This is an optimization exercise on Yosys and OpenROAD, whose aim is small area, a short achievable clock period and few clock cycles per item, not a production implementation.
In this exercise RTL edits were held to simulation tests only and were not proved equivalent to the original.
Power is estimated from default activity; no workload was simulated.

## flow/design.v (module list and top-level ports; edited modules follow where they fit)
// module datc_gain: 364 lines
// module dg_etree: 1305 lines
// module dg_mtree: 2338 lines
module datc_gain (
    input  wire        clk,
    input  wire        rst,
    input  wire        ctl_valid,
    input  wire        ctl_vol,        
    input  wire [1:0]  ctl_ch,         
    input  wire [15:0] ctl_arg,
    input  wire        blk_valid,
    output wire        blk_ready,
    input  wire [4:0]  blk_cnt,        
    input  wire [2:0]  blk_fmt,        
    input  wire        in_valid,
    output wire        in_ready,
    input  wire [63:0] in_data,        
    output wire        out_valid,
    input  wire        out_ready,
    output wire [31:0] out_data,
    output wire        out_last
);
  // ...
==> flow/run.sh <==
#!/bin/bash
# synth_recipe.tcl (not shown) runs the flow's synth.tcl, then flattens the netlist and writes it again
# the make line also repeats each setting of config.mk as NAME=value (left out here)
make -C /OpenROAD-flow-scripts/flow DESIGN_CONFIG=/design/flow/config.mk WORK_HOME=/design/flow/orfs CLKGATE_MAP_FILE= SYNTH_SCRIPT=/design/flow/synth_recipe.tcl finish
==> flow/config.mk <==
export PLATFORM = sky130hd
export DESIGN_NAME = datc_gain
export DESIGN_NICKNAME = datc_gain
export VERILOG_FILES = /design/flow/design.v
export SDC_FILE = /design/flow/constraint.sdc
export NUM_CORES = 4
export LEC_CHECK = 0
export CAP_MARGIN = 0
export CORE_MARGIN = 2
export CORE_UTILIZATION = 65
export SLEW_MARGIN = 0
==> flow/constraint.sdc <==
create_clock -name core_clock -period 12.5 [get_ports {clk}]
set_input_delay 2.5000 -clock core_clock [delete_from_list [all_inputs] [get_ports {clk}]]
set_output_delay 2.5000 -clock core_clock [all_outputs]
set_load 0.01 [all_outputs]
==> impl_metrics.ini, run 1 <==
[run_status]
status = finished clean

[global_routing]
grtUsageMet3_pct = 6.92
grt.busiest_layer = met2

[clock_network]
cts_resized = 0
cts_hold_repair.buffers = 0
numCtsBuffers = 78
cts-htree-levels = 3

[hold_path]
hp-start = sil_r[1]$_SDFF_PP0_
hold_path_depth = 0

[pwr]
p_int_mw = 8.23
p_comb_mw = 9.35
powerSeq_mw = 3.68
switching_share_pct = 46.3

[worst_setup_path]
cp-start-kind = register
cp.depth = 17
path_max_fanout = 38
cp_num_buf_inv = 2
crit_start = dv43$_SDFF_PP0_
r2r_end = st0[39]$_DFFE_PP_
path_cells = a22oi_2, buf_4, buf_4, and3_1, ha_1, nor2b_1, o21ai_0, a21boi_0, o211ai_1, o21a_1, nor4_1, o31ai_1, a21boi_0, a221oi_1, xnor2_1, nand2_1, a32oi_1
ff2ff_path_depth = 17
cp-end-kind = register

[logic_synthesis]
synth-edff-count = 408
yosys.area_share.adder_pct = 29.3
synth.distinct_cells = 111
yosys.area.top_type = fa_1

[placement]
place.gp.congestion = 0.981
dp.cells = 8561

[cells_and_area]
final_cell_area_sq_um = 71900
drive_gt1_share_pct = 5.53
clock_area_share_pct = 3.58
multi_input_area_sq_um = 44900
fill_cells = 8118
fin_util_pct = 70.5
multi_input_area_share_pct = 62.5

[route]
dr.max_layer_used = met5
routed_wl_microns = 195000
dr.pass1.iters = 6
wl_per_cell_microns = 22.4

[timing]
slew_headroom_pct = 13.0
setup_viol = 0
whs_ns = 0.399
fmax_mhz = 158

[die]
chipHeight_microns = 325
num_rows = 117
Testbench counts, summed over its fixed seeds: cycles 12,829, blocks 384.
==> module datc_gain, before the edit <==
module datc_gain (
    input  wire        clk,
    input  wire        rst,
    input  wire        ctl_valid,
    input  wire        ctl_vol,        
    input  wire [1:0]  ctl_ch,         
    input  wire [15:0] ctl_arg,
    input  wire        blk_valid,
    output wire        blk_ready,
    input  wire [4:0]  blk_cnt,        
    input  wire [2:0]  blk_fmt,        
    input  wire        in_valid,
    output wire        in_ready,
    input  wire [63:0] in_data,        
    output wire        out_valid,
    input  wire        out_ready,
    output wire [31:0] out_data,
    output wire        out_last
);
    localparam ONE = 25'd16777216;    
    localparam W   = 10;              
    localparam J   = 30 / W;          
    reg        mute0, mute1, mute2;
    reg [15:0] vol0, vol1, vol2;
    wire wr = ctl_valid && ctl_ch != 2'd3;
    always @(posedge clk) begin
        if (rst) begin
            mute0 <= 1'b0; mute1 <= 1'b0; mute2 <= 1'b0;
            vol0  <= 16'd0; vol1 <= 16'd0; vol2 <= 16'd0;
        end else if (wr) begin
            if (ctl_vol) begin
                case (ctl_ch)
                    2'd0: vol0 <= ctl_arg[15] ? ctl_arg : 16'd0;
                    2'd1: vol1 <= ctl_arg[15] ? ctl_arg : 16'd0;
                    default: vol2 <= ctl_arg[15] ? ctl_arg : 16'd0;
                endcase
            end else begin
                case (ctl_ch)
                    2'd0: mute0 <= ctl_arg[0];
                    2'd1: mute1 <= ctl_arg[0];
                    default: mute2 <= ctl_arg[0];
                endcase
            end
        end
    end
    reg [1:0]  sil_r;
    reg [1:0]  le;                 
    reg        wr_d;
    reg [1:0]  dirty;
    reg        eb;                 
    reg        ec;                 
    reg [14:0] mask;               
    reg [29:0] cf;                 
    reg        one;                
    reg [29:0] ea;                 
    reg [29:0] ss, sc;             
    reg        cb;                 
    reg [1:0]  ej;                 
    reg        rs;                 
    reg [24:0] tdb0, tdb1;         
    reg [1:0]  fx;                 
    reg [40:0] ga0, ga1;           
    reg [41:0] st0, st1;           
    reg [3:0]  rm0, rm1;           
    reg        sg0, sg1;           
    reg [4:0]  nbN;
    reg [2:0]  fmt;
    reg [4:0]  fleft;              
    reg [1:0]  rl;                 
    reg        rl0, rl1;           
    reg        fx0, fx1;           
    reg [1:0]  ssil;               
    reg        needdiv;
    reg [5:0]  dvc;
    reg        dv43, dv1;          
    reg        act;
    reg        pend;
    reg [4:0]  wcnt;
    reg [4:0]  N;
    reg [23:0] smp;
    reg        sv, sch, sf16;
    reg        in_ready_r, blk_ready_r;
    reg        p1v, p1last, p1f16;
    reg        ov, olast, of16;
    reg [23:0] oy;
    reg        kv, klast, kf16;
    reg [23:0] ky;
    assign blk_ready = blk_ready_r;
    assign in_ready  = in_ready_r;
    assign out_valid = ov;
    assign out_last  = olast;
    assign out_data  = of16 ? {oy[15:0], 16'd0} : {oy, 8'd0};
    wire       go     = ~kv;
    wire       pop    = ov & out_ready;
    wire [5:0] w2N    = {N, 1'b0};
    wire       want_s = act & ({1'b0, wcnt} < w2N);
    wire       ich    = wcnt[0];
    wire       nbwait = ~pend & (needdiv | (dvc != 6'd0) | (ich ? rl[1] : rl[0]));
    wire       iss_s  = go & want_s & sv & ~nbwait;
    wire       iss_p  = go & act & ~want_s;
    wire       iss    = iss_s | iss_p;
    wire       lastw  = wcnt == 5'd31;
    wire       fin    = act & iss & lastw;
    wire       accb   = blk_valid & blk_ready_r;
    wire       capR   = in_ready_r & in_valid;
    wire       capL   = ~in_ready_r & in_valid & (fleft != 5'd0) & (~sv | iss_s);
    wire       nz     = blk_cnt != 5'd0;
    wire       estart = ~eb & (dirty != 2'd0) & (rl == 2'd0);
    wire       esel   = ~dirty[0];
    wire [15:0] vsel  = esel ? vol1 : vol0;
    wire signed [16:0] atts = $signed({vol2[15], vol2}) + $signed({vsel[15], vsel});
    wire        les   = atts <= -17'sd32768;
    wire [14:0] natts = ~atts[14:0] + 15'd1;
    wire [1:0] dset;
    assign dset[0] = wr & ctl_vol & (ctl_ch == 2'd0 || ctl_ch == 2'd2);
    assign dset[1] = wr & ctl_vol & (ctl_ch == 2'd1 || ctl_ch == 2'd2);
    wire [1:0] dclr   = estart ? (esel ? 2'b10 : 2'b01) : 2'b00;
    wire       edone  = eb & (mask == 15'd0);
    wire [24:0] te0 = ssil[0] ? 25'd0 : tdb0;
    wire [24:0] te1 = ssil[1] ? 25'd0 : tdb1;
    wire       kv_n    = kv ? ~pop : (p1v & ov & ~pop);
    wire       go_n    = ~kv_n;
    wire       act_n   = accb | (fin ? pend : act);
    wire       pend_n  = accb ? (act & ~fin) : (fin ? 1'b0 : pend);
    wire [4:0] wcnt_n  = (accb & (~act | fin)) ? 5'd0 : (iss ? wcnt + 5'd1 : wcnt);
    wire [4:0] N_n     = (accb & (~act | fin)) ? blk_cnt : ((fin & pend) ? nbN : N);
    wire [1:0] rl_n    = accb ? {nz, nz} : (rl & ~{rl1, rl0});
    wire [1:0] fx_n    = dv1 ? ~{sg1, sg0} : (fx & ~{fx1, fx0});
    wire       nd_n    = accb ? (nz & (blk_cnt != 5'd16)) : (needdiv & (rl != 2'd0));
    wire [5:0] dvc_n   = (needdiv & (rl == 2'd0)) ? 6'd43 : ((dvc != 6'd0) ? dvc - 6'd1 : 6'd0);
    wire [4:0] fleft_n = accb ? blk_cnt : (fleft - {4'd0, capR});
    wire       sv_n    = capR | capL | (sv & ~iss_s);
    wire       sch_n   = capR ? 1'b1 : (capL ? 1'b0 : sch);
    wire       eb_n    = estart | (eb & ~edone);
    wire [1:0] dirty_n = (dirty & ~dclr) | dset;
    wire       wr_d_n  = wr;
    wire [5:0] w2N_n    = {N_n, 1'b0};
    wire       free0_n  = ~pend_n | (N_n == 5'd0) | ({1'b0, wcnt_n} > w2N_n - 6'd2);
    wire       free1_n  = ~pend_n | (N_n == 5'd0) | ({1'b0, wcnt_n} > w2N_n - 6'd1);
    wire       want_s_n = act_n & ({1'b0, wcnt_n} < w2N_n);
    wire       nbwait_n = ~pend_n & (nd_n | (dvc_n != 6'd0) | (wcnt_n[0] ? rl_n[1] : rl_n[0]));
    wire       in_ready_n  = sv_n & ~sch_n & go_n & want_s_n & ~nbwait_n;
    wire       blk_ready_n = ~eb_n & (dirty_n == 2'd0) & ~wr_d_n & ~pend_n & (rl_n == 2'd0) &
                             ~nd_n & (dvc_n == 6'd0) & (~act_n | (wcnt_n[4:1] == 4'b1111)) &
                             ((fleft_n == 5'd0) | ((fleft_n == 5'd1) & in_ready_n));
    always @(posedge clk) begin
        if (rst) begin
            sil_r <= 2'b00; wr_d <= 1'b0; le <= 2'b00;
            dirty <= 2'b00; eb <= 1'b0;
            tdb0 <= ONE; tdb1 <= ONE;
            fx <= 2'b00;
            fleft <= 5'd0; rl <= 2'b00; rl0 <= 1'b0; rl1 <= 1'b0; fx0 <= 1'b0; fx1 <= 1'b0; needdiv <= 1'b0; dvc <= 6'd0; dv43 <= 1'b0; dv1 <= 1'b0;
            act <= 1'b0; pend <= 1'b0; wcnt <= 5'd0; N <= 5'd0;
            sv <= 1'b0;
            in_ready_r <= 1'b0; blk_ready_r <= 1'b0;
            p1v <= 1'b0; ov <= 1'b0; kv <= 1'b0;
        end else begin
            sil_r <= {mute2 | mute1 | le[1], mute2 | mute0 | le[0]};
            if (estart) begin
                if (esel) le[1] <= les;
                else      le[0] <= les;
            end
            wr_d  <= wr_d_n;
            dirty <= dirty_n;
            eb    <= eb_n;
            fleft <= fleft_n;
            rl    <= rl_n;
            rl0   <= rl_n[0] & free0_n & ~fx_n[0];
            rl1   <= rl_n[1] & free1_n & ~fx_n[1];
            fx0   <= rl_n[0] & free0_n & fx_n[0];
            fx1   <= rl_n[1] & free1_n & fx_n[1];
            fx    <= fx_n;
            needdiv <= nd_n;
            dvc   <= dvc_n;
            dv43  <= dvc_n == 6'd43;
            dv1   <= dvc_n == 6'd1;
            act   <= act_n;
            pend  <= pend_n;
            wcnt  <= wcnt_n;
            N     <= N_n;
            sv    <= sv_n;
            in_ready_r  <= in_ready_n;
            blk_ready_r <= blk_ready_n;
            if (go) p1v <= iss;
            kv    <= kv_n;
            if (kv) begin
                if (pop) ov <= 1'b1;
            end else if (p1v) begin
                ov <= 1'b1;
            end else if (pop) begin
                ov <= 1'b0;
            end
            if (edone) begin
                if (ec) tdb1 <= one ? ONE : {1'b0, eacc[29:6]};
                else    tdb0 <= one ? ONE : {1'b0, eacc[29:6]};
            end
        end
    end
    wire [14:0] mstart = les ? 15'd0 : natts;
    wire [14:0] mrest  = mask & (mask - 15'd1);
    function [29:0] romc(input [14:0] m);    
        reg [14:0] l;
        begin
            l = m & (~m + 15'd1);
            romc = 30'd0;
            if (l[0])  romc = romc | 30'd1073259045;
            if (l[1])  romc = romc | 30'd1072776484;
            if (l[2])  romc = romc | 30'd1071812012;
            if (l[3])  romc = romc | 30'd1069885668;
            if (l[4])  romc = romc | 30'd1066043361;
            if (l[5])  romc = romc | 30'd1058400094;
            if (l[6])  romc = romc | 30'd1043277569;
            if (l[7])  romc = romc | 30'd1013677647;
            if (l[8])  romc = romc | 30'd956973408;
            if (l[9])  romc = romc | 30'd852903448;
            if (l[10]) romc = romc | 30'd677485290;
            if (l[11]) romc = romc | 30'd427464319;
            if (l[12]) romc = romc | 30'd170176611;
            if (l[13]) romc = romc | 30'd26971175;
            if (l[14]) romc = romc | 30'd677485;
        end
    endfunction
    wire        ej0  = ej == 2'd0;
    wire [30:0] eres = {ss, 1'b1} + {sc, cb};
    wire [29:0] eacc = rs ? ea : eres[30:1];
    wire [9:0]  echk = ej0 ? eacc[9:0] : ea[9:0];
    wire [39:0] tS, tC;
    dg_etree etree (.ss(ej0 ? 30'd0 : ss), .sc(ej0 ? 30'd0 : sc), .cb(cb & ~ej0),
                    .cf(cf), .a(echk), .S(tS), .C(tC));
    wire [10:0] tlow = {1'b0, tS[9:0]} + {1'b0, tC[9:0]};
    wire [14:0] m1st = mstart & (mstart - 15'd1);
    always @(posedge clk) begin
        if (estart) begin
            ec   <= esel;
            one  <= mstart == 15'd0;
            ea   <= romc(mstart);
            mask <= m1st;
            cf   <= romc(m1st);
            rs   <= 1'b1;
            ej   <= 2'd0;
        end else if (eb && mask != 15'd0) begin
            ss   <= tS[39:10];
            sc   <= tC[39:10];
            cb   <= tlow[10];
            ea   <= (ej0 ? eacc : ea) >> 10;
            if (ej == 2'd2) begin
                ej   <= 2'd0;
                rs   <= 1'b0;
                mask <= mrest;
                cf   <= romc(mrest);
            end else begin
                ej   <= ej + 2'd1;
            end
        end
    end
    wire       nm0 = (dv43 & st0[41]) | (dv1 & sg0);
    wire       nm1 = (dv43 & st1[41]) | (dv1 & sg1);
    wire [41:0] aa0 = rl0 ? {1'b0, te0, 16'd0} : (nm0 ? 42'd0 : {1'b0, ga0});
    wire [41:0] ab0 = rl0 ? ~{1'b0, ga0[40:16], 16'd0} : (nm0 ? ~st0 : (fx0 ? 42'h0ffff : st0));
    wire [41:0] aa1 = rl1 ? {1'b0, te1, 16'd0} : (nm1 ? 42'd0 : {1'b0, ga1});
    wire [41:0] ab1 = rl1 ? ~{1'b0, ga1[40:16], 16'd0} : (nm1 ? ~st1 : (fx1 ? 42'h0ffff : st1));
    wire [42:0] ar0 = {aa0, 1'b1} + {ab0, rl0 | nm0};
    wire [42:0] ar1 = {aa1, 1'b1} + {ab1, rl1 | nm1};
    wire [41:0] r0  = ar0[42:1];
    wire [41:0] r1  = ar1[42:1];
    wire        n16 = nbN == 5'd16;
    wire [4:0] dt0 = {rm0, st0[40]};
    wire [4:0] dt1 = {rm1, st1[40]};
    wire       ge0 = dt0 >= nbN;
    wire       ge1 = dt1 >= nbN;
    wire [4:0] dd0 = dt0 - nbN;
    wire [4:0] dd1 = dt1 - nbN;
    wire       dstep = (dvc != 6'd0) & ~dv43 & ~dv1;
    always @(posedge clk) begin
        if (rst) begin
            ga0 <= {ONE, 16'd0};
            ga1 <= {ONE, 16'd0};
        end else begin
            if (fx0 | (iss_s & ~ich))
                ga0 <= r0[40:0];
            else if (rl0)
                ga0 <= {ga0[40:16], 16'd0};
            if (fx1 | (iss_s & ich))
                ga1 <= r1[40:0];
            else if (rl1)
                ga1 <= {ga1[40:16], 16'd0};
        end
    end
    always @(posedge clk) begin
        if (accb)
            ssil <= sil_r;
        if (dv43) begin
            sg0 <= st0[41];
            sg1 <= st1[41];
        end
        if (rl0) begin
            st0 <= n16 ? {{4{r0[41]}}, r0[41:4]} : r0;
            rm0 <= 4'd0;
        end else if (nm0) begin
            st0 <= r0;
        end else if (dstep) begin
            st0 <= {1'b0, st0[39:0], ge0};
            rm0 <= ge0 ? dd0[3:0] : dt0[3:0];
        end
        if (rl1) begin
            st1 <= n16 ? {{4{r1[41]}}, r1[41:4]} : r1;
            rm1 <= 4'd0;
        end else if (nm1) begin
            st1 <= r1;
        end else if (dstep) begin
            st1 <= {1'b0, st1[39:0], ge1};
            rm1 <= ge1 ? dd1[3:0] : dt1[3:0];
        end
    end
    wire [31:0] cont = capR ? (fmt[0] ? in_data[63:32] : in_data[31:0]) : in_data[31:0];
    wire [23:0] ext  = !fmt[1] ? {{8{cont[15]}}, cont[15:0]} :
                       fmt[2]  ? cont[31:8] : cont[23:0];
    always @(posedge clk) begin
        if (accb)
            fmt <= blk_fmt;
        if (accb)
            nbN <= blk_cnt;
        if (capR | capL) begin
            smp  <= ext;
            sch  <= capR;
            sf16 <= !fmt[1];
        end
    end
    wire [24:0] g = ich ? ga1[40:16] : ga0[40:16];
    wire [47:0] mS, mC;
    dg_mtree mtree (.s(smp), .g(g), .S(mS), .C(mC));
    reg        p1z;
    reg [47:0] qs, qc;
    always @(posedge clk) begin
        if (go) begin
            p1last <= lastw;
            p1f16  <= sf16;
            p1z    <= ~iss_s;
            qs     <= mS;
            qc     <= mC;
        end
    end
    wire [47:0] tsum = qs + qc;
    wire [23:0] y    = p1z ? 24'd0 : tsum[47:24];
    always @(posedge clk) begin
        if (kv) begin
            if (pop) begin
                oy    <= ky;
                olast <= klast;
                of16  <= kf16;
            end
        end else if (p1v) begin
            if (~ov | pop) begin
                oy    <= y;
                olast <= p1last;
                of16  <= p1f16;
            end else begin
                ky    <= y;
                klast <= p1last;
                kf16  <= p1f16;
            end
        end
    end
endmodule
==> run 2, diff against run 1 <==
--- a/flow/design.v
+++ b/flow/design.v
@@ -50,6 +50,7 @@
     reg        eb;                 
     reg        ec;                 
     reg [14:0] mask;               
+    reg        mnz;                
     reg [29:0] cf;                 
     reg        one;                
     reg [29:0] ea;                 
@@ -67,12 +68,12 @@
     reg [2:0]  fmt;
     reg [4:0]  fleft;              
     reg [1:0]  rl;                 
-    reg        rl0, rl1;           
-    reg        fx0, fx1;           
+    reg [2:0]  ph0, ph1;           
+    reg        sw0, sw1;           
     reg [1:0]  ssil;               
     reg        needdiv;
     reg [5:0]  dvc;
-    reg        dv43, dv1;          
+    reg        dv1;                
     reg        act;
     reg        pend;
     reg [4:0]  wcnt;
@@ -115,19 +116,32 @@
     assign dset[0] = wr & ctl_vol & (ctl_ch == 2'd0 || ctl_ch == 2'd2);
     assign dset[1] = wr & ctl_vol & (ctl_ch == 2'd1 || ctl_ch == 2'd2);
     wire [1:0] dclr   = estart ? (esel ? 2'b10 : 2'b01) : 2'b00;
-    wire       edone  = eb & (mask == 15'd0);
+    wire       edone  = eb & ~mnz;
     wire [24:0] te0 = ssil[0] ? 25'd0 : tdb0;
     wire [24:0] te1 = ssil[1] ? 25'd0 : tdb1;
+    localparam PI = 3'd0, PF1 = 3'd1, PF2 = 3'd2, PS1 = 3'd3, PS2 = 3'd4, PRF = 3'd5;
+    function [2:0] phnext(input [2:0] ph, input start, input fxp, input n16);
+        case (ph)
+            PI:      phnext = start ? (fxp ? PF1 : (n16 ? PRF : PS1)) : PI;
+            PF1:     phnext = PF2;
+            PF2:     phnext = n16 ? PRF : PS1;
+            PS1:     phnext = PS2;
+            default: phnext = PI;
+        endcase
+    endfunction
     wire       kv_n    = kv ? ~pop : (p1v & ov & ~pop);
     wire       go_n    = ~kv_n;
     wire       act_n   = accb | (fin ? pend : act);
     wire       pend_n  = accb ? (act & ~fin) : (fin ? 1'b0 : pend);
     wire [4:0] wcnt_n  = (accb & (~act | fin)) ? 5'd0 : (iss ? wcnt + 5'd1 : wcnt);
     wire [4:0] N_n     = (accb & (~act | fin)) ? blk_cnt : ((fin & pend) ? nbN : N);
-    wire [1:0] rl_n    = accb ? {nz, nz} : (rl & ~{rl1, rl0});
-    wire [1:0] fx_n    = dv1 ? ~{sg1, sg0} : (fx & ~{fx1, fx0});
+    wire       fin0    = (ph0 == PRF) | (ph0 == PS2);
+    wire       fin1    = (ph1 == PRF) | (ph1 == PS2);
+    wire [1:0] rl_n    = accb ? {nz, nz} : (rl & ~{fin1, fin0});
+    wire [1:0] fx_n    = dv1 ? ~{sg1, sg0} : (fx & ~{ph1 == PF2, ph0 == PF2});
     wire       nd_n    = accb ? (nz & (blk_cnt != 5'd16)) : (needdiv & (rl != 2'd0));
-    wire [5:0] dvc_n   = (needdiv & (rl == 2'd0)) ? 6'd43 : ((dvc != 6'd0) ? dvc - 6'd1 : 6'd0);
+    wire [5:0] dvc_n   = (needdiv & (rl == 2'd0)) ? 6'd41 : ((dvc != 6'd0) ? dvc - 6'd1 : 6'd0);
+    wire       n16_n   = accb ? (blk_cnt == 5'd16) : (nbN == 5'd16);
     wire [4:0] fleft_n = accb ? blk_cnt : (fleft - {4'd0, capR});
     wire       sv_n    = capR | capL | (sv & ~iss_s);
     wire       sch_n   = capR ? 1'b1 : (capL ? 1'b0 : sch);
@@ -149,7 +163,7 @@
             dirty <= 2'b00; eb <= 1'b0;
             tdb0 <= ONE; tdb1 <= ONE;
             fx <= 2'b00;
-            fleft <= 5'd0; rl <= 2'b00; rl0 <= 1'b0; rl1 <= 1'b0; fx0 <= 1'b0; fx1 <= 1'b0; needdiv <= 1'b0; dvc <= 6'd0; dv43 <= 1'b0; dv1 <= 1'b0;
+            fleft <= 5'd0; rl <= 2'b00; ph0 <= PI; ph1 <= PI; needdiv <= 1'b0; dvc <= 6'd0; dv1 <= 1'b0;
             act <= 1'b0; pend <= 1'b0; wcnt <= 5'd0; N <= 5'd0;
             sv <= 1'b0;
             in_ready_r <= 1'b0; blk_ready_r <= 1'b0;
@@ -165,14 +179,11 @@
             eb    <= eb_n;
             fleft <= fleft_n;
             rl    <= rl_n;
-            rl0   <= rl_n[0] & free0_n & ~fx_n[0];
-            rl1   <= rl_n[1] & free1_n & ~fx_n[1];
-            fx0   <= rl_n[0] & free0_n & fx_n[0];
-            fx1   <= rl_n[1] & free1_n & fx_n[1];
+            ph0   <= phnext(ph0, rl_n[0] & free0_n, fx_n[0], n16_n);
+            ph1   <= phnext(ph1, rl_n[1] & free1_n, fx_n[1], n16_n);
             fx    <= fx_n;
             needdiv <= nd_n;
             dvc   <= dvc_n;
-            dv43  <= dvc_n == 6'd43;
             dv1   <= dvc_n == 6'd1;
             act   <= act_n;
             pend  <= pend_n;
@@ -235,10 +246,11 @@
             one  <= mstart == 15'd0;
             ea   <= romc(mstart);
             mask <= m1st;
+            mnz  <= m1st != 15'd0;
             cf   <= romc(m1st);
             rs   <= 1'b1;
             ej   <= 2'd0;
-        end else if (eb && mask != 15'd0) begin
+        end else if (eb && mnz) begin
             ss   <= tS[39:10];
             sc   <= tC[39:10];
             cb   <= tlow[10];
@@ -247,68 +259,78 @@
                 ej   <= 2'd0;
                 rs   <= 1'b0;
                 mask <= mrest;
+                mnz  <= mrest != 15'd0;
                 cf   <= romc(mrest);
             end else begin
                 ej   <= ej + 2'd1;
             end
         end
     end
-    wire       nm0 = (dv43 & st0[41]) | (dv1 & sg0);
-    wire       nm1 = (dv43 & st1[41]) | (dv1 & sg1);
-    wire [41:0] aa0 = rl0 ? {1'b0, te0, 16'd0} : (nm0 ? 42'd0 : {1'b0, ga0});
-    wire [41:0] ab0 = rl0 ? ~{1'b0, ga0[40:16], 16'd0} : (nm0 ? ~st0 : (fx0 ? 42'h0ffff : st0));
-    wire [41:0] aa1 = rl1 ? {1'b0, te1, 16'd0} : (nm1 ? 42'd0 : {1'b0, ga1});
-    wire [41:0] ab1 = rl1 ? ~{1'b0, ga1[40:16], 16'd0} : (nm1 ? ~st1 : (fx1 ? 42'h0ffff : st1));
-    wire [42:0] ar0 = {aa0, 1'b1} + {ab0, rl0 | nm0};
-    wire [42:0] ar1 = {aa1, 1'b1} + {ab1, rl1 | nm1};
+    wire [24:0] gh0 = ga0[40:16];
+    wire [24:0] gh1 = ga1[40:16];
+    wire [25:0] ds0 = (sw0 ? {1'b0, gh0} : {1'b0, te0}) - (sw0 ? {1'b0, te0} : {1'b0, gh0});
+    wire [25:0] ds1 = (sw1 ? {1'b0, gh1} : {1'b0, te1}) - (sw1 ? {1'b0, te1} : {1'b0, gh1});
+    wire [42:0] ar0 = {1'b0, ga0, 1'b1} + {st0, sg0};
+    wire [42:0] ar1 = {1'b0, ga1, 1'b1} + {st1, sg1};
     wire [41:0] r0  = ar0[42:1];
     wire [41:0] r1  = ar1[42:1];
-    wire        n16 = nbN == 5'd16;
     wire [4:0] dt0 = {rm0, st0[40]};
     wire [4:0] dt1 = {rm1, st1[40]};
     wire       ge0 = dt0 >= nbN;
     wire       ge1 = dt1 >= nbN;
     wire [4:0] dd0 = dt0 - nbN;
     wire [4:0] dd1 = dt1 - nbN;
-    wire       dstep = (dvc != 6'd0) & ~dv43 & ~dv1;
+    wire       dstep = dvc != 6'd0;
     always @(posedge clk) begin
         if (rst) begin
             ga0 <= {ONE, 16'd0};
             ga1 <= {ONE, 16'd0};
+            sw0 <= 1'b0;
+            sw1 <= 1'b0;
         end else begin
-            if (fx0 | (iss_s & ~ich))
+            if ((ph0 == PF2) | (iss_s & ~ich))
                 ga0 <= r0[40:0];
-            else if (rl0)
-                ga0 <= {ga0[40:16], 16'd0};
-            if (fx1 | (iss_s & ich))
+            else if (fin0)
+                ga0 <= {gh0, 16'd0};
+            if ((ph1 == PF2) | (iss_s & ich))
                 ga1 <= r1[40:0];
-            else if (rl1)
-                ga1 <= {ga1[40:16], 16'd0};
+            else if (fin1)
+                ga1 <= {gh1, 16'd0};
+            if (ph0 == PS1) sw0 <= ds0[25];
+            else if (ph0 == PS2) sw0 <= 1'b0;
+            if (ph1 == PS1) sw1 <= ds1[25];
+            else if (ph1 == PS2) sw1 <= 1'b0;
         end
     end
     always @(posedge clk) begin
         if (accb)
             ssil <= sil_r;
-        if (dv43) begin
-            sg0 <= st0[41];
-            sg1 <= st1[41];
-        end
-        if (rl0) begin
-            st0 <= n16 ? {{4{r0[41]}}, r0[41:4]} : r0;
+        if (ph0 == PRF) begin
+            st0 <= {{4{ds0[25]}}, ds0, 12'd0};
+            sg0 <= 1'b0;
+        end else if (ph0 == PF1) begin
+            st0 <= 42'h0ffff;
+            sg0 <= 1'b0;
+        end else if (ph0 == PS2) begin
+            st0 <= {ds0, 16'd0};
+            sg0 <= sw0;
             rm0 <= 4'd0;
-        end else if (nm0) begin
-            st0 <= r0;
         end else if (dstep) begin
-            st0 <= {1'b0, st0[39:0], ge0};
+            st0 <= {sg0, st0[39:0], ge0 ^ sg0};
             rm0 <= ge0 ? dd0[3:0] : dt0[3:0];
         end
-        if (rl1) begin
-            st1 <= n16 ? {{4{r1[41]}}, r1[41:4]} : r1;
+        if (ph1 == PRF) begin
+            st1 <= {{4{ds1[25]}}, ds1, 12'd0};
+            sg1 <= 1'b0;
+        end else if (ph1 == PF1) begin
+            st1 <= 42'h0ffff;
+            sg1 <= 1'b0;
+        end else if (ph1 == PS2) begin
+            st1 <= {ds1, 16'd0};
+            sg1 <= sw1;
             rm1 <= 4'd0;
-        end else if (nm1) begin
-            st1 <= r1;
         end else if (dstep) begin
-            st1 <= {1'b0, st1[39:0], ge1};
+            st1 <= {sg1, st1[39:0], ge1 ^ sg1};
             rm1 <= ge1 ? dd1[3:0] : dt1[3:0];
         end
     end
@@ -326,7 +348,9 @@
             sf16 <= !fmt[1];
         end
     end
-    wire [24:0] g = ich ? ga1[40:16] : ga0[40:16];
+    reg  [24:0] g;                 
+    always @(posedge clk)
+        g <= wcnt_n[0] ? ga1[40:16] : ga0[40:16];
     wire [47:0] mS, mC;
     dg_mtree mtree (.s(smp), .g(g), .S(mS), .C(mC));
     reg        p1z;
==> impl_metrics.ini, run 2 <==
[die]
chipHeight_microns = 325
core_sq_um = 102000
initial_core_util_pct = 65.7
die_x_microns = 325
num_rows = 117
die_area_sq_um = 106000
io_pins = 133

[cells_and_area]
final_cell_mix = inv_1 (975), fa_1 (817), nand2_1 (755), and2_1 (553), a21oi_1 (435)
layout_commonest_cell = inv_1
register_area_sq_um = 17400
fill_cells = 7875
top_register = qs
final_cell_area_sq_um = 72400
area_growth_pct = 7.78
drive_gt1_share_pct = 6.49
multi_input_area_sq_um = 44900
final_nets = 8351
largest_reg_flops = 48
top_regs = qs: 48 flops, qc: 47 flops

[route]
drtIter0Drc = 4519
routed_wl_microns = 195000
ant_nets = 0
vias = 51944
vias_per_cell = 6.06
wl_per_cell_microns = 22.7
drcViolationCount = 0
dr.pass1.iters = 6

[flow_run]
max-cap-violations = 0

[global_routing]
groute.usage.overall_pct = 37.1
grt_max_degree = 94
use_met1_pct = 48.5
grtUsageMet3_pct = 6.70
grt.busiest_layer = met2
grt_pass1_vias = 52889
antenna_found_initial = 12
grt.met2_usage_pct = 59.4
grt_remaining_overflow = 0
grt_pass1_wl_microns = 304000

[clock_network]
clock_sinks = 676
tritoncts = yes
cts_resized = 0
cts_setup_buffers = 0
clk_latency_ns = 0.68
numCtsBuffers = 79
clk_pin_slew_ns = 0.06
cts_root_buffer = clkbuf_16
clockBufferDepth = 3
cts-htree-levels = 3
cts_hold_repair.buffers = 0

[logic_synthesis]
syn-cell-area_sq_um = 67200
synth_top_family_by_area = adder cells
yosysSeqAreaShare_pct = 25.9
synth_top_cell_area_share_pct = 24.3
synthSimpleGateAreaFrac_pct = 18.3
async_flop_share_pct = 0
yosys_warnings = 1
synth_area_per_cell_sq_um = 9.39
synth.distinct_cells = 101
syn-instance-count = 7155
ys.flop_type = edfxtp_1
netlist_top_cells_count = inv_1 (976), fa_1 (817), nand2_1 (756)
synth.mux.area_fraction_pct = 4.34
synth-edff-count = 389
yosys_register_bits = 676
yosys-top-cells-area = fa_1 (24%), edfxtp_1 (17%), dfxtp_1 (8.6%)
synth_xor_area_share_pct = 2.81
yosys.area.top_type = fa_1
synth_compound_area_share_pct = 11.0
yosys.cell_count.top_type = inv_1
yosys.area_share.adder_pct = 30.2

[worst_setup_path]
cpPeakStageDelay_ns = 0.99
cp_num_buf_inv = 2
crit_slowest_cell = a21oi_1
path_common_cell = a21oi_1
path_cells = clkdlybuf4s50_1, nand2_1, a21oi_1, nor2_1, a21oi_1, ha_1, xor2_1, ha_1, a21o_1, a21oi_1, inv_1, o22ai_1, o31ai_1, a31oi_1, a2111oi_0
critPathRequiredTime_ns = 13.06
r2r_setup_slack_ns = 6.30
critPathTopFamily = compound AO/OA/AOI/OAI gates
ff2ff_path_depth = 15
cp.depth = 15
crit_type = input pin to register
crit_arrival_ns = 6.81
cp-end-kind = register
path_max_fanout = 16
cp-start-kind = input pin

[timing]
setup_viol = 0
period_minus_slack_ns = 6.26
tns_ns = 0
slew_headroom_pct = 17.4
tightest_slew_ns = 1.24
whs_ns = 0.409
period_share_pct = 50.1
fmax_mhz = 160
hold_viol = 0
rsz0062_at_grt = false
clock_skew_ns = 0.0274
drv_slew = 0

[placement]
place.gp.congestion = 0.932
dp_hpwl_microns = 143000
io_buffers = 124
placed_area_sq_um = 69800

[pwr]
powerDensity_nw_per_um2 = 261
p_leak_nw = 31.3
irDropWorstVdd_v = 0.000259

[hold_path]
hold_path_depth = 0
hp-class = register to register

[run_status]
status = finished clean
==> run 2: layout make-up <==
type	count	share of cell area, %
Clock inverter	37	0.432
Antenna cell	11	0.0380
Inverter	978	5.07
Timing Repair Buffer	233	2.85
Tap cell	1368	2.36
Multi-Input combinational cell	5161	62.0
Clock buffer	107	3.17
Sequential cell	676	24.1
==> run 2: per-layer routing <==
layer / vias up / part of all wire, %
li1: 23291 / -
met1: 25817 / 39
met2: 2291 / 46
met3: 543 / 8.2
met4: 2 / 6.2
met5: - / 0.0067
==> run 2: cells by family (layout without fill, tap and decap cells) <==
logic type / count (synthesis) / in the layout
AND/OR/NAND/NOR: 2404 / 2404
buffers and inverters: 1325 / 1355
AO/OA/AOI/OAI: 1162 / 1162
adder cells (fa/ha/maj): 1133 / 1133
flip-flops: 676 / 676
multiplexers: 247 / 247
XOR/XNOR: 207 / 207
other: 1 / 19
==> run 2: path summary, 6_finish.rpt <==
check                      start                end
max                    blk_valid  ph1[1]$_SDFF_PP0_
min          sil_r[0]$_SDFF_PP0_  ssil[0]$_DFFE_PP_
max reg2reg  dirty[0]$_SDFF_PP0_   cf[17]$_DFFE_PP_
min reg2reg  sil_r[0]$_SDFF_PP0_  ssil[0]$_DFFE_PP_
==> run 2: power breakdown <==
part	internal, mW	switching (mW)	leakage (nW)
logic	4.99	7.46	23.8
registers	3.68	0.444	6.13
clock network	1.34	1.01	1.29
total	10.0	8.92	31.3
==> run 2: through the flow <==
stage	cells	util (%)	power, mW	worst slack, ns
after floorplan	7162	-	12.8	6.78
after global routing	8571	70.9	20.7	5.71
after CTS	8560	70.8	18.9	6.28
final	8571	70.9	18.9	6.24
after global placement	8416	68.3	16.0	5.65
after detailed placement	8416	68.3	16.5	5.56
Testbench counts of run 2, summed over its fixed seeds: cycles 12,829, blocks 384.
==> run 3, diff against run 2 <==
--- a/flow/design.v
+++ b/flow/design.v
@@ -106,7 +106,7 @@
     wire       capR   = in_ready_r & in_valid;
     wire       capL   = ~in_ready_r & in_valid & (fleft != 5'd0) & (~sv | iss_s);
     wire       nz     = blk_cnt != 5'd0;
-    wire       estart = ~eb & (dirty != 2'd0) & (rl == 2'd0);
+    wire       estart = ~eb & (dirty != 2'd0) & (rl == 2'd0) & ~wr_d;
     wire       esel   = ~dirty[0];
     wire [15:0] vsel  = esel ? vol1 : vol0;
     wire signed [16:0] atts = $signed({vol2[15], vol2}) + $signed({vsel[15], vsel});
@@ -148,15 +148,35 @@
     wire       eb_n    = estart | (eb & ~edone);
     wire [1:0] dirty_n = (dirty & ~dclr) | dset;
     wire       wr_d_n  = wr;
-    wire [5:0] w2N_n    = {N_n, 1'b0};
-    wire       free0_n  = ~pend_n | (N_n == 5'd0) | ({1'b0, wcnt_n} > w2N_n - 6'd2);
-    wire       free1_n  = ~pend_n | (N_n == 5'd0) | ({1'b0, wcnt_n} > w2N_n - 6'd1);
-    wire       want_s_n = act_n & ({1'b0, wcnt_n} < w2N_n);
-    wire       nbwait_n = ~pend_n & (nd_n | (dvc_n != 6'd0) | (wcnt_n[0] ? rl_n[1] : rl_n[0]));
-    wire       in_ready_n  = sv_n & ~sch_n & go_n & want_s_n & ~nbwait_n;
-    wire       blk_ready_n = ~eb_n & (dirty_n == 2'd0) & ~wr_d_n & ~pend_n & (rl_n == 2'd0) &
-                             ~nd_n & (dvc_n == 6'd0) & (~act_n | (wcnt_n[4:1] == 4'b1111)) &
-                             ((fleft_n == 5'd0) | ((fleft_n == 5'd1) & in_ready_n));
+    wire       act_a0   = fin ? pend : act;
+    wire       pend_a0  = fin ? 1'b0 : pend;
+    wire       pend_a1  = act & ~fin;
+    wire [4:0] wcnt_a0  = iss ? wcnt + 5'd1 : wcnt;
+    wire [4:0] wcnt_a1  = pend_a1 ? wcnt_a0 : 5'd0;
+    wire [4:0] N_a0     = (fin & pend) ? nbN : N;
+    wire [4:0] N_a1     = pend_a1 ? N : blk_cnt;
+    wire [1:0] rl_a0    = rl & ~{fin1, fin0};
+    wire       nd_a0    = needdiv & (rl != 2'd0);
+    wire       nd_a1    = nz & (blk_cnt != 5'd16);
+    wire [5:0] w2N_a0   = {N_a0, 1'b0};
+    wire [5:0] w2N_a1   = {N_a1, 1'b0};
+    wire       f0_a0    = ~pend_a0 | (N_a0 == 5'd0) | ({1'b0, wcnt_a0} > w2N_a0 - 6'd2);
+    wire       f1_a0    = ~pend_a0 | (N_a0 == 5'd0) | ({1'b0, wcnt_a0} > w2N_a0 - 6'd1);
+    wire       f0_a1    = ~pend_a1 | (N == 5'd0) | ({1'b0, wcnt_a0} > {N, 1'b0} - 6'd2);
+    wire       f1_a1    = ~pend_a1 | (N == 5'd0) | ({1'b0, wcnt_a0} > {N, 1'b0} - 6'd1);
+    wire       st0_n    = accb ? (nz & f0_a1) : (rl_a0[0] & f0_a0);
+    wire       st1_n    = accb ? (nz & f1_a1) : (rl_a0[1] & f1_a0);
+    wire       ws_a0    = act_a0 & ({1'b0, wcnt_a0} < w2N_a0) &
+                          ~(~pend_a0 & (nd_a0 | (dvc_n != 6'd0) | (wcnt_a0[0] ? rl_a0[1] : rl_a0[0])));
+    wire       ws_a1    = ({1'b0, wcnt_a1} < w2N_a1) &
+                          ~(~pend_a1 & (nd_a1 | (dvc_n != 6'd0) | nz));
+    wire       in_ready_n  = sv_n & ~sch_n & go_n & (accb ? ws_a1 : ws_a0);
+    wire       irdy_a0  = sv_n & ~sch_n & go_n & ws_a0;
+    wire [4:0] fleft_a0 = fleft - {4'd0, capR};
+    wire       blk_ready_n = ~accb & ~estart & (eb ? edone : 1'b1) & (((dirty & ~dclr) | dset) == 2'd0) & ~wr &
+                             ~pend_a0 & (rl_a0 == 2'd0) & ~nd_a0 & (dvc_n == 6'd0) &
+                             (~act_a0 | (wcnt_a0[4:1] == 4'b1111)) &
+                             ((fleft_a0 == 5'd0) | ((fleft_a0 == 5'd1) & irdy_a0));
     always @(posedge clk) begin
         if (rst) begin
             sil_r <= 2'b00; wr_d <= 1'b0; le <= 2'b00;
@@ -171,16 +191,16 @@
         end else begin
             sil_r <= {mute2 | mute1 | le[1], mute2 | mute0 | le[0]};
             if (estart) begin
-                if (esel) le[1] <= les;
-                else      le[0] <= les;
+                if (esel) le[1] <= lesr;
+                else      le[0] <= lesr;
             end
             wr_d  <= wr_d_n;
             dirty <= dirty_n;
             eb    <= eb_n;
             fleft <= fleft_n;
             rl    <= rl_n;
-            ph0   <= phnext(ph0, rl_n[0] & free0_n, fx_n[0], n16_n);
-            ph1   <= phnext(ph1, rl_n[1] & free1_n, fx_n[1], n16_n);
+            ph0   <= phnext(ph0, st0_n, fx_n[0], n16_n);
+            ph1   <= phnext(ph1, st1_n, fx_n[1], n16_n);
             fx    <= fx_n;
             needdiv <= nd_n;
             dvc   <= dvc_n;
@@ -207,7 +227,12 @@
             end
         end
     end
-    wire [14:0] mstart = les ? 15'd0 : natts;
+    reg  [14:0] mstart;
+    reg         lesr;
+    always @(posedge clk) begin
+        mstart <= les ? 15'd0 : natts;
+        lesr   <= les;
+    end
     wire [14:0] mrest  = mask & (mask - 15'd1);
     function [29:0] romc(input [14:0] m);    
         reg [14:0] l;
==> impl_metrics.ini, run 3 <==
[worst_setup_path]
cp-end-kind = register
ff2ff_path_depth = 19
critPathRequiredTime_ns = 12.92
crit_type = register to register
r2r_end = cb$_DFFE_PP_
crit_arrival_ns = 6.35
r2r_setup_slack_ns = 6.57
path_max_fanout = 30
r2r-start = ss[0]$_DFFE_PP_
cp-start-kind = register

[route]
ant_nets = 0
vias = 53129
drcViolationCount = 0
wl_per_cell_microns = 22.2
drtIter0Drc = 4963
routed_wl_microns = 193000
vias_per_cell = 6.11
dr.pass1.iters = 6

[die]
chipHeight_microns = 328
initial_core_util_pct = 65.6
io_pins = 133
core_sq_um = 104000
die_area_sq_um = 107000
num_rows = 118
die_x_microns = 328

[global_routing]
grt_remaining_overflow = 0
use_met1_pct = 50.5
grtUsageMet3_pct = 7.71
grt_max_degree = 85
grt_pass1_wl_microns = 304000
grt_pass1_vias = 53671
grt.met2_usage_pct = 56.7
grt.busiest_layer = met2
antenna_found_initial = 6
groute.usage.overall_pct = 36.5

[timing]
setup_viol = 0
hold_viol = 0
drv_slew = 0
fmax_mhz = 169
period_minus_slack_ns = 5.93
tightest_slew_ns = 1.18
tns_ns = 0
rsz0062_at_grt = false
period_share_pct = 47.4
clock_skew_ns = 0.0504
slew_headroom_pct = 21.1

[logic_synthesis]
yosysSeqAreaShare_pct = 26.1
yosys-top-cells-area = fa_1 (24%), edfxtp_1 (17%), dfxtp_1 (8.9%)
synth_top_cell_area_share_pct = 24.0
synth_area_per_cell_sq_um = 9.34
synth-edff-count = 389
synth.distinct_cells = 97
syn-instance-count = 7292
netlist_top_cells_count = inv_1 (998), fa_1 (817), nand2_1 (756)
async_flop_share_pct = 0
yosys_warnings = 1
syn-cell-area_sq_um = 68100
yosys.area.top_type = fa_1
yosys.cell_count.top_type = inv_1
ys.flop_type = edfxtp_1
yosys_register_bits = 693

[clock_network]
cts_resized = 0
numCtsBuffers = 82
clockBufferDepth = 3
cts-htree-levels = 3
clock_sinks = 693
clk_pin_slew_ns = 0.06
tritoncts = yes
cts_setup_buffers = 0
clk_latency_ns = 0.70
cts_root_buffer = clkbuf_16
cts_hold_repair.buffers = 0

[cells_and_area]
largest_reg_flops = 48
drive_gt1_share_pct = 5.87
top_regs = qs: 48 flops, qc: 47 flops
top_register = qs
layout_commonest_cell = inv_1
stdcell_count = 8702
fill_cells = 8112
area_growth_pct = 7.70
final_nets = 8481
final_cell_mix = inv_1 (995), fa_1 (817), nand2_1 (755), and2_1 (557), edfxtp_1 (389)

[hold_path]
hp-start = sil_r[1]$_SDFF_PP0_
whs_endpoint = ssil[1]$_DFFE_PP_
hp-class = register to register
hold_path_depth = 0

[pwr]
p_leak_nw = 31.5
powerDensity_nw_per_um2 = 229
irDropWorstVdd_v = 0.000212

[placement]
io_buffers = 124
place.gp.congestion = 0.927
dp.cells = 8549
dp_hpwl_microns = 142000

[flow_run]
max-cap-violations = 0

[run_status]
status = finished clean
run 3: cell count changes after synthesis, sizes merged, moves of 22 or more:
cell   before   now
a21oi     441   376
inv       976  1000
nand3     132   176
o21ai     204   226
o31ai      26    54
run 3: how the worst max path moves through the flow:
stage	from	to	slack, ns	cells after the start
floorplan	ss[0]$_DFFE_PP_	cb$_DFFE_PP_	7.23	20
global placement	ss[0]$_DFFE_PP_	cb$_DFFE_PP_	6.89	19
global route	ss[0]$_DFFE_PP_	sc[1]$_DFFE_PP_	6.41	17
detailed placement	ss[0]$_DFFE_PP_	cb$_DFFE_PP_	6.69	19
finish	ss[0]$_DFFE_PP_	cb$_DFFE_PP_	6.57	19
CTS	ss[0]$_DFFE_PP_	cb$_DFFE_PP_	6.66	19
run 3: power breakdown:
part	internal [mW]	switching, mW	leakage [nW]
logic	4.11	6.30	23.8
registers	3.51	0.442	6.32
clock network	1.39	1.08	1.37
run 3: cells by family (layout without fill, tap and decap cells):
family,count (synthesis),after routing,share of synthesized area [%]
AND/OR/NAND/NOR,2462,2462,18.4
buffers and inverters,1352,1373,7.53
AO/OA/AOI/OAI,1219,1219,11.6
adder cells (fa/ha/maj),1138,1138,29.9
flip-flops,693,693,26.1
multiplexers,220,220,3.86
XOR/XNOR,207,207,2.66
other,1,10,0.00550
run 3: stage by stage:
step | utilization [%] | instance area (sq um) | setup slack (ns) | power [mW] | hold WS (ns)
3_5_place_dp | 68.0 | 70600 | 6.69 | 14.2 | 0.391
4_1_cts | 70.7 | 73400 | 6.66 | 16.8 | 0.405
2_1_floorplan | - | 68200 | 7.23 | 11.2 | 0.386
6_report | 70.7 | 73400 | 6.57 | 16.8 | 0.403
5_1_grt | 70.7 | 73400 | 6.41 | 18.3 | 0.419
3_3_place_gp | 68.0 | 70600 | 6.89 | 13.8 | 0.390
run 3: worst max-delay path: stages, from the launching register on:
cell,delay [ns]
edfxtp_1,0.45
ha_1,0.33
a21o_1,0.18
a21o_1,0.21
a211oi_1,0.52
nor2_1,0.14
a211oi_1,0.40
xor2_1,0.23
o21ai_1,0.08
buf_4,0.26
and2_1,0.23
fa_1,0.54
inv_1,0.05
fa_1,0.42
fa_1,0.51
fa_1,0.55
inv_1,0.05
ha_1,0.29
a21oi_1,0.13
o21ai_0,0.09
run 3: final cells by class:
class	instances	area [sq um]	area share, %
Inverter	1000	3760	5.12
Clock inverter	45	450	0.614
Multi-Input combinational cell	5254	45400	61.8
Clock buffer	106	2320	3.16
Tap cell	1380	1730	2.35
Timing Repair Buffer	222	1980	2.70
Antenna cell	2	5.00	0.00682
Sequential cell	693	17800	24.2
run 3: layer usage:
layer | vias to the layer above | wire [microns]
met5 | - | 27
met4 | 4 | 8090
met3 | 482 | 19000
met2 | 2423 | 87300
met1 | 26247 | 78700
li1 | 23973 | -
Testbench counts of run 3, summed over its fixed seeds: cycles 12,830, blocks 384.
==> run 4, diff against run 3 <==
--- a/flow/design.v
+++ b/flow/design.v
@@ -259,10 +259,9 @@
     wire        ej0  = ej == 2'd0;
     wire [30:0] eres = {ss, 1'b1} + {sc, cb};
     wire [29:0] eacc = rs ? ea : eres[30:1];
-    wire [9:0]  echk = ej0 ? eacc[9:0] : ea[9:0];
     wire [39:0] tS, tC;
     dg_etree etree (.ss(ej0 ? 30'd0 : ss), .sc(ej0 ? 30'd0 : sc), .cb(cb & ~ej0),
-                    .cf(cf), .a(echk), .S(tS), .C(tC));
+                    .cf(cf), .a(ea[9:0]), .S(tS), .C(tC));
     wire [10:0] tlow = {1'b0, tS[9:0]} + {1'b0, tC[9:0]};
     wire [14:0] m1st = mstart & (mstart - 15'd1);
     always @(posedge clk) begin
@@ -276,18 +275,22 @@
             rs   <= 1'b1;
             ej   <= 2'd0;
         end else if (eb && mnz) begin
-            ss   <= tS[39:10];
-            sc   <= tC[39:10];
-            cb   <= tlow[10];
-            ea   <= (ej0 ? eacc : ea) >> 10;
-            if (ej == 2'd2) begin
+            if (ej == 2'd3) begin
+                ea   <= eres[30:1];
+                rs   <= 1'b1;
                 ej   <= 2'd0;
-                rs   <= 1'b0;
-                mask <= mrest;
-                mnz  <= mrest != 15'd0;
-                cf   <= romc(mrest);
             end else begin
+                ss   <= tS[39:10];
+                sc   <= tC[39:10];
+                cb   <= tlow[10];
+                ea   <= ea >> 10;
                 ej   <= ej + 2'd1;
+                if (ej == 2'd2) begin
+                    rs   <= 1'b0;
+                    mask <= mrest;
+                    mnz  <= mrest != 15'd0;
+                    cf   <= romc(mrest);
+                end
             end
         end
     end
==> impl_metrics.ini, run 4 <==
[run_status]
status = finished clean

[logic_synthesis]
synth.distinct_cells = 93
synth_xor_area_share_pct = 2.62
synthSimpleGateAreaFrac_pct = 18.3
synth_top_family_by_area = adder cells
yosys_register_bits = 693
synth-edff-count = 389
netlist_top_cells_count = inv_1 (986), fa_1 (817), and2_1 (750)
yosys.cell_count.top_type = inv_1
yosysSeqAreaShare_pct = 26.2
synth_top_cell_area_share_pct = 24.1
synth_compound_area_share_pct = 11.2
yosys-top-cells-area = fa_1 (24%), edfxtp_1 (17%), dfxtp_1 (9.0%)
async_flop_share_pct = 0
yosys.area.top_type = fa_1
syn-instance-count = 7240
yosys.area_share.adder_pct = 30.2
syn-cell-area_sq_um = 67800
synth_area_per_cell_sq_um = 9.36
yosys_warnings = 1
synth.mux.area_fraction_pct = 3.95
ys.flop_type = edfxtp_1

[route]
drcViolationCount = 0
dr.pass1.iters = 6
wl_met1_microns = 77900
wl_per_cell_microns = 23.2
met3_length_microns = 18200
ant_nets = 0
vias_per_cell = 6.14
vias = 53272
wl_met2_microns = 93700
dr.max_layer_used = met5
routed_wl_microns = 201000
drtIter0Drc = 5038

[cells_and_area]
final_cell_mix = inv_1 (985), fa_1 (817), and2_1 (750), nand2_1 (701), a21oi_1 (458)
layout_commonest_cell = inv_1
area_growth_pct = 7.89
largest_reg_flops = 48
top_regs = qs: 48 flops, qc: 47 flops
final_cell_area_sq_um = 73100
drive_gt1_share_pct = 6.02
top_register = qs
final_nets = 8441

[pwr]
p_switching_mw = 7.11
seqPwrFrac_pct = 24.6
total_power_mw = 15.6
p_leak_nw = 31.4
irDropWorstVdd_v = 0.000171
powerDensity_nw_per_um2 = 214
combPwrFrac_pct = 59.2
switching_share_pct = 45.4
power_frac_clock_pct = 16.2
p_int_mw = 8.53

[global_routing]
antenna_found_initial = 13
groute.usage.overall_pct = 37.9
grt_pass1_vias = 53626
grt_max_degree = 102
grt_pass1_wl_microns = 310000
grt_remaining_overflow = 0

[clock_network]
tritoncts = yes
clk_pin_slew_ns = 0.06
cts_setup_buffers = 0
cts_resized = 0
clk_latency_ns = 0.70
numCtsBuffers = 83
clockBufferDepth = 3
clock_sinks = 693
cts-htree-levels = 3
cts_hold_repair.buffers = 0
cts_root_buffer = clkbuf_16

[hold_path]
hold_path_depth = 2
hp-class = register to register
hp-start = vol0[5]$_SDFFE_PP0P_
whs_endpoint = vol0[5]$_SDFFE_PP0P_

[timing]
rsz0062_at_grt = false
tns_ns = 0
period_minus_slack_ns = 5.11
clock_skew_ns = 0.0418
tightest_slew_ns = 1.32
drv_slew = 0
period_share_pct = 40.9
slew_headroom_pct = 12.0
setup_viol = 0
fmax_mhz = 196
hold_viol = 0

[worst_setup_path]
crit_arrival_ns = 5.51
r2r-start = smp[19]$_DFFE_PP_
cp-start-kind = register
crit_type = register to register
ff2ff_path_depth = 12
r2r_end = qc[24]$_DFFE_PN_
cp-end-kind = register
path_max_fanout = 25
r2r_setup_slack_ns = 7.39
critPathRequiredTime_ns = 12.90

[placement]
dp_hpwl_microns = 149000
place.gp.congestion = 0.983
placed_area_sq_um = 70300
io_buffers = 124

[die]
chipHeight_microns = 327
die_x_microns = 327
die_area_sq_um = 107000
num_rows = 118
io_pins = 133
core_sq_um = 103000
initial_core_util_pct = 65.5

[flow_run]
max-cap-violations = 0
[run 4: cell count changes after synthesis, sizes merged, moves of 13 or more]
cell and delta:
a21oi +83, o31ai -19, xnor2 -16, inv -13
nand2b +40, and2 +193, o21ai -23, nand2 -53
nand3 -14, nor2b -212
[run 4: per-layer routing]
metal / vias to the layer above / global-route usage, %
met5: - / 0
met3: 549 / 6.60
met1: 26445 / 49.3
met4: 4 / 19.0
li1: 23711 / -
met2: 2563 / 61.5
[run 4: power groups by stage]
| stage | clock network (mW) | logic [mW] | registers, mW |
|---|---|---|---|
| final | 2.53 | 9.25 | 3.85 |
| after global routing | 2.63 | 10.4 | 3.88 |
| after CTS | 2.55 | 9.20 | 3.83 |
| after detailed placement | 0 | 9.15 | 3.87 |
| after global placement | 0 | 8.82 | 3.86 |
| after floorplan | 0 | 6.63 | 3.63 |
[run 4: critical path, stage by stage, from the launching register on]
cell and delay, ns:
edfxtp_1 1.19, and2_1 0.28, fa_1 0.44, fa_1 0.50, inv_1 0.06, fa_1 0.46, fa_1 0.50, inv_1 0.05
fa_1 0.35, inv_1 0.08, fa_1 0.41, inv_1 0.10, fa_1 0.42
[run 4: area by class of cell]
| type | count | area, sq um |
|---|---|---|
| timing repair buffer | 229 | 2030 |
| inverter | 990 | 3720 |
| fill | 8079 | 30400 |
| antenna | 11 | 27.5 |
| clock buffer | 119 | 2460 |
| multi-input combinational | 5213 | 45000 |
| sequential | 693 | 17800 |
| tap | 1380 | 1730 |
| clock inverter | 35 | 363 |
[run 4: cell families after synthesis]
family	Yosys count
AND/OR/NAND/NOR	2415
adder cells (fa/ha/maj)	1149
other	1
AO/OA/AOI/OAI	1215
XOR/XNOR	203
multiplexers	223
buffers and inverters	1341
flip-flops	693
[run 4: worst max path at each step]
stage	from	endpoint	slack (ns)	cells after the start
2_1_floorplan	kv$_SDFF_PP0_	of16$_DFFE_PP_	6.96	5
3_3_place_gp	blk_valid	g[12]$_DFF_P_	7.30	7
3_5_place_dp	blk_valid	g[22]$_DFF_P_	7.22	7
4_1_cts	smp[19]$_DFFE_PP_	qc[24]$_DFFE_PN_	7.49	12
5_1_grt	smp[19]$_DFFE_PP_	qc[27]$_DFFE_PN_	7.29	13
6_report	smp[19]$_DFFE_PP_	qc[24]$_DFFE_PN_	7.39	12
[run 4: stage by stage]
stage | std cells | hold slack (ns) | setup WS (ns) | utilization, %
final | 8670 | 0.450 | 7.39 | 70.6
after global routing | 8662 | 0.465 | 7.29 | 70.6
after CTS | 8659 | 0.451 | 7.49 | 70.6
after detailed placement | 8505 | 0.443 | 7.22 | 67.9
after global placement | 8505 | 0.430 | 7.30 | 67.9
after floorplan | 7247 | 0.386 | 6.96 | -
Testbench counts of run 4, summed over its fixed seeds: cycles 13,301, blocks 384.
==> run 5, diff against run 4 <==
--- a/flow/config.mk
+++ b/flow/config.mk
@@ -7,5 +7,5 @@
 export LEC_CHECK = 0
 export CAP_MARGIN = 0
 export CORE_MARGIN = 2
-export CORE_UTILIZATION = 65
+export CORE_UTILIZATION = 75
 export SLEW_MARGIN = 0
==> impl_metrics.ini, run 5 <==
[run_status]
status = finished clean

[timing]
clock_skew_ns = 0.0560
setup_viol = 0
whs_ns = 0.412
slew_headroom_pct = 1.66
period_minus_slack_ns = 5.27
period_share_pct = 42.1
drv_slew = 0
tns_ns = 0
hold_viol = 0
rsz0062_at_grt = false
tightest_slew_ns = 1.48
fmax_mhz = 190
fin_ws_ns = 7.23

[pwr]
total_power_mw = 15.6
irDropWorstVdd_v = 0.000162
power_frac_clock_pct = 16.2
seqPwrFrac_pct = 24.8
p_int_mw = 8.53
switching_share_pct = 45.2
p_switching_mw = 7.04
powerDensity_nw_per_um2 = 214
p_leak_nw = 31.3
combPwrFrac_pct = 58.9

[clock_network]
cts_root_buffer = clkbuf_16
numCtsBuffers = 81
cts_setup_buffers = 0
clk_pin_slew_ns = 0.06
clock_sinks = 693
clockBufferDepth = 3
clk_latency_ns = 0.69
cts_hold_repair.buffers = 0
tritoncts = yes
cts-htree-levels = 3
cts_resized = 0

[worst_setup_path]
cp-start-kind = register
path_cells = nand2_1, fa_1, inv_1, fa_1, inv_1, fa_1, fa_1, inv_1, fa_1, inv_1, fa_1, inv_1, fa_1
r2r_setup_slack_ns = 7.23
ff2ff_path_depth = 13
r2r_end = qc[24]$_DFFE_PN_
crit_arrival_ns = 5.64
critPathTopFamily = adder cells
crit_type = register to register
critPathRequiredTime_ns = 12.87
cp-end-kind = register
cp_num_buf_inv = 5
crit_slowest_cell = edfxtp_1
path_common_cell = fa_1
path_max_fanout = 25
cpPeakStageDelay_ns = 1.24
r2r-start = smp[22]$_DFFE_PP_

[logic_synthesis]
yosys.cell_count.top_type = inv_1
syn-cell-area_sq_um = 67800
synth_top_cell_area_share_pct = 24.1
synth_area_per_cell_sq_um = 9.36
ys.flop_type = edfxtp_1
yosys.area.top_type = fa_1
yosys_warnings = 1
synth.distinct_cells = 93
async_flop_share_pct = 0
syn-instance-count = 7240
netlist_top_cells_count = inv_1 (986), fa_1 (817), and2_1 (750)
yosys-top-cells-area = fa_1 (24%), edfxtp_1 (17%), dfxtp_1 (9.0%)
synth-edff-count = 389
yosys_register_bits = 693
yosysSeqAreaShare_pct = 26.2

[cells_and_area]
top_regs = qs: 48 flops, qc: 47 flops
top_register = qs
fin_util_pct = 81.0
final_cell_area_sq_um = 72700
drive_gt1_share_pct = 5.81
area_growth_pct = 7.30
fill_cells = 5709
final_nets = 8423
stdcell_count = 8441
largest_reg_flops = 48
final_cell_mix = inv_1 (985), fa_1 (817), and2_1 (750), nand2_1 (701), a21oi_1 (458)
layout_commonest_cell = inv_1

[global_routing]
grt_pass1_vias = 55489
grt_max_degree = 83
antenna_found_initial = 13
grt_pass1_wl_microns = 303000
grt_remaining_overflow = 0
groute.usage.overall_pct = 41.8

[route]
drcViolationCount = 0
dr.pass1.iters = 6
ant_nets = 0
vias_per_cell = 6.43
wl_per_cell_microns = 22.7
vias = 54234
drtIter0Drc = 5911
routed_wl_microns = 192000

[die]
num_rows = 110
die_area_sq_um = 92800
core_sq_um = 89700
io_pins = 133
die_x_microns = 305
initial_core_util_pct = 75.5
chipHeight_microns = 305

[hold_path]
hp-class = register to register
whs_endpoint = ssil[0]$_DFFE_PP_
hp-start = sil_r[0]$_SDFF_PP0_
hold_path_depth = 0

[placement]
dp.cells = 8285
place.gp.congestion = 0.973
placed_area_sq_um = 69900
post-place-ws_ns = 7.17
io_buffers = 124
dp_hpwl_microns = 138000

[flow_run]
max-cap-violations = 0
==> run 5: cell counts after synthesis <==
Identical to the previous run, type by type.
==> run 5: power groups by stage <==
stage	logic (mW)	registers [mW]	clock network [mW]
6_report	9.17	3.87	2.53
5_1_grt	10.3	3.90	2.63
4_1_cts	9.02	3.84	2.54
3_5_place_dp	8.94	3.88	0
3_3_place_gp	8.45	3.87	0
2_1_floorplan	6.63	3.63	0
==> run 5: cell families (layout without fill, tap and decap cells) <==
kind of cell / count (synthesis) / after routing / synth area share, %
mux: 223 / 223 / 3.95
xor+xnor: 203 / 203 / 2.62
other cells: 1 / 14 / 0.00553
flops: 693 / 693 / 26.2
compound gates: 1215 / 1215 / 11.2
fa+ha+maj: 1149 / 1149 / 30.2
buf+inv: 1341 / 1353 / 7.48
simple gates: 2415 / 2415 / 18.3
==> run 5: cell type report <==
type	instances	area, sq um	area share (%)
Clock inverter	45	564	0.776
Inverter	990	3720	5.11
Clock buffer	105	2260	3.11
Sequential cell	693	17800	24.4
Tap cell	1176	1470	2.02
Timing Repair Buffer	213	1910	2.63
Antenna cell	6	15.0	0.0206
Multi-Input combinational cell	5213	45000	61.9
==> run 5: worst max-delay path by stage <==
stage | slack, ns | depth (start not counted) | to | start
6_report | 7.23 | 13 | qc[24]$_DFFE_PN_ | smp[22]$_DFFE_PP_
3_3_place_gp | 7.22 | 6 | smp[16]$_DFFE_PP_ | in_valid
2_1_floorplan | 6.96 | 5 | of16$_DFFE_PP_ | kv$_SDFF_PP0_
4_1_cts | 7.31 | 13 | qc[25]$_DFFE_PN_ | smp[22]$_DFFE_PP_
3_5_place_dp | 7.17 | 6 | smp[20]$_DFFE_PP_ | in_valid
5_1_grt | 7.17 | 13 | qc[25]$_DFFE_PN_ | smp[22]$_DFFE_PP_
==> run 5: worst register-to-register path: stages, from the launching register on <==
cell and delay [ns]:
edfxtp_1 1.24, nand2_1 0.22, fa_1 0.57, inv_1 0.06, fa_1 0.50, inv_1 0.05
fa_1 0.45, fa_1 0.50, inv_1 0.05, fa_1 0.35, inv_1 0.08, fa_1 0.42
inv_1 0.09, fa_1 0.41
==> run 5: per-layer routing <==
metal | share of wire [%] | vias to the layer above | track usage (%)
met2 | 46 | 3419 | 67.0
met5 | 0.014 | - | 0
met3 | 11 | 825 | 9.14
met4 | 6.0 | 4 | 20.9
li1 | - | 23682 | -
met1 | 37 | 26304 | 54.2

## separate check: timing with driven ports
In the flow no input, the clock included, has a driving cell. The finished layouts below were timed again as built, in two steps.
Step 1: set_driving_cell puts a clkbuf_16 on clk and a buf_2 on each other input, an assumption about the parent block.
Step 2 moves the port delays by t, midway between the first and last clock arrival at a register: inputs arrive t later, outputs are due t later. That takes back most of the time a late clock gives input paths.
a / b / c = no drivers / after step 1 / after step 2; a / b = the first two.
run | t (ns) | slack for setup (ns) | pins driven straight from the clock port
run 1 | 0.746 | 6.169 / 6.169 / 6.032 | 1
run 2 | 0.740 | 6.242 / 6.290 / 5.550 | 1
run 3 | 0.753 | 6.574 / 6.574 / 6.574 | 1
run 4 | 0.757 | 7.392 / 7.392 / 7.125 | 1
run 5 | 0.734 | 7.233 / 7.233 / 6.893 | 1
After both steps setup and hold are still met in every run listed. The setup slack of run 2, which loses most, moves by +0.048 ns with the drivers and by -0.692 ns with both steps.
